Source: an optimization exercise on an open RTL-to-GDS flow (aim: small area, a short achievable clock period and few clock cycles per item). Production flows keep margins and buffers that such runs may drop. Function was checked by simulation only, so behaviour that the tests miss may differ from the original. Power is estimated from default activity; no workload was simulated.

## rc_rx
module rc_rx (
    input  wire        clk,
    input  wire        rst,
    input  wire        ev_valid,
    output wire        ev_ready,
    input  wire [15:0] ev_dt,
    input  wire        ev_edge,
    input  wire [7:0]  cfg_tol,      
    input  wire        cfg_in_en,    
    input  wire        clr_valid,    
    output reg         res_valid,
    output reg  [31:0] res_value,
    output reg  [7:0]  res_len,
    output reg  [31:0] res_unit,
    output reg  [2:0]  res_proto
);
    localparam [1:0] DV_IDLE = 2'd0, DV_RUN = 2'd1, DV_TAIL = 2'd2, DV_DONE = 2'd3;
    localparam [1:0] SC_WAIT = 2'd0, SC_BND = 2'd1, SC_SCAN = 2'd2, SC_FAIL = 2'd3;
    integer i;
    function ge13;
        input [12:0] a;
        input [12:0] b;
        integer j;
        reg gt, eq;
        begin
            gt = 1'b0;
            eq = 1'b1;
            for (j = 12; j >= 0; j = j - 1) begin
                gt = gt | (eq & a[j] & ~b[j]);
                eq = eq & (a[j] | ~b[j]) & (~a[j] | b[j]);
            end
            ge13 = gt | eq;
        end
    endfunction
    reg         rdy;                
    reg         rdy_n;              
    reg         a_v, a_e;           
    reg         a_f;                
    reg         a_s;                
    reg  [1:0]  a_ph;               
    reg  [15:0] a_dt;
    reg  [7:0]  a_tol;
    reg         a_big;              
    reg         last_e;             
    reg         ser_c, ser_b;       
    reg         f_le, f_ge, f_z, f_o, f_gt, f_nz;    
    assign ev_ready = rdy;
    wire accept = ev_valid & ~rdy_n;
    reg  [31:0] eacc;               
    reg  [31:0] g;                  
    reg  [12:0] tbo [0:32];         
    reg  [12:0] tbe [0:32];         
    reg  [6:0]  cnt;
    reg         rep;
    reg  [7:0]  t_cur;              
    reg  [9:0]  t_x3;               
  ...
For scale: about 1500 flip-flops, roughly 110 I/O pins, roughly 69000 um2 of cells after synthesis.
Settings: LEC_CHECK=0, CAP_MARGIN=20, CORE_MARGIN=2, CORE_UTILIZATION=60, CTS_CLUSTER_DIAMETER=60, CTS_CLUSTER_SIZE=30, SLEW_MARGIN=20; clock period 20.0 ns.
standard.sh (not shown) runs the stock make flow with config.mk's settings and CLKGATE_MAP_FILE= SYNTH_SCRIPT=/design/flow/synth_recipe.tcl, a recipe that flattens the netlist after the stock synthesis.
==> flow/flow/run.sh <==
#!/bin/bash
# The standard layout, with one change: the buffers that ORFS puts on
# every input and output port are buf_4 cells instead of the slow delay
# buffer buffer_ports picks by default. Everything else is standard.sh.
set -euo pipefail
export BUFFER_PORTS_ARGS="-buffer_cell sky130_fd_sc_hd__buf_4"
bash standard.sh > standard.log 2>&1
Testbench counts at the start, summed over its fixed seeds: cycles 22,687, events 22,061.
Change:
Settings changed: CTS_CLUSTER_DIAMETER 60 to 70, CTS_CLUSTER_SIZE 30 to 40.
Global-route usage hardly moves. Sequential share of layout area climbs by 0.38 points. Worst setup slack improves by 0.031 ns. Via count drops by 0.37%. Final area drops by 0.70%. Hold slack improves by 0.011 ns. Flip-flop and latch count does not change. Clock power drops by about 8%.
Change:
Settings changed: CAP_MARGIN 20 to 0, CTS_CLUSTER_DIAMETER 70 to 60, CTS_CLUSTER_SIZE 40 to 30, SLEW_MARGIN 20 to 0.
After rerunning:
- routed wire length came out higher by 0.36%
- cell area climbs by 0.71%
- core utilization rose by 0.47 points
- sequential share of layout area goes down by 0.39 points
- worst setup slack is worse by 0.029 ns
- hold slack gets worse by 0.0051 ns
- via count hardly moves
- non-clock buffer count drops by 2
- clock power increases by 11%

rc_rx, a different RTL version from the one above (not shown whole).
For scale: roughly 5500 cells after synthesis, about 110 I/O pins, ~71000 µm² of cells after synthesis.
make LEC_CHECK=0 CAP_MARGIN=20 CORE_MARGIN=2 CORE_UTILIZATION=65 CTS_BUF_LIST=sky130_fd_sc_hd__clkbuf_4 SLEW_MARGIN=20 finish   # period 20.0 ns
run.sh (not shown) runs the stock make flow with config.mk's settings and CLKGATE_MAP_FILE= SYNTH_SCRIPT=/design/flow/synth_recipe.tcl, a recipe that flattens the netlist after the stock synthesis.
Stock flow here: none of the scripts above is used.
The first run ran to the end with no violations.
Testbench counts at the start, summed over its fixed seeds: cycles 23,186, events 22,061.
Rerun with:
CTS_BUF_LIST = not set   (was sky130_fd_sc_hd__clkbuf_4)
The changed run completed with no timing, DRC or antenna violations.
Sequential share of layout area drops by 0.12 points.
Final area is about the same.
Wire length climbs by 2.3%.
Setup slack gains 210 ps.
Combinational power stays flat.

[re-timing with driven ports]
No port has a modelled driver above. Below, the same layouts with a new extraction and two added sets of constraints.
Step 1: set_driving_cell puts a clkbuf_16 on clk and a buf_2 on each other input, an assumption about the parent block.
Step 2 times the ports against the registers' clock, not the clock port: input delays grow and output delays shrink by t, the midpoint of the rising clock arrivals with the driver on.
Three values: ideal, step 1, step 2; two values: the first two.
run	t, ns	setup slack, ns	worst slew at a driven data input, ns
the first run of note 1	0.804	14.474 / 14.400 / 13.942	0.07
the second run of note 1	0.795	14.504 / 14.426 / 13.941	0.07
the third run of note 1	0.814	14.476 / 14.402 / 13.948	0.06
the first run of note 2	1.212	13.820 / 13.742 / 13.834	0.04
the second run of note 2	0.834	14.026 / 14.026 / 13.774	0.04
After both steps every run listed still meets setup and hold. For the second run of note 1, which loses most, drivers alone change the setup slack by -0.078 ns; drivers and shift together by -0.563 ns.
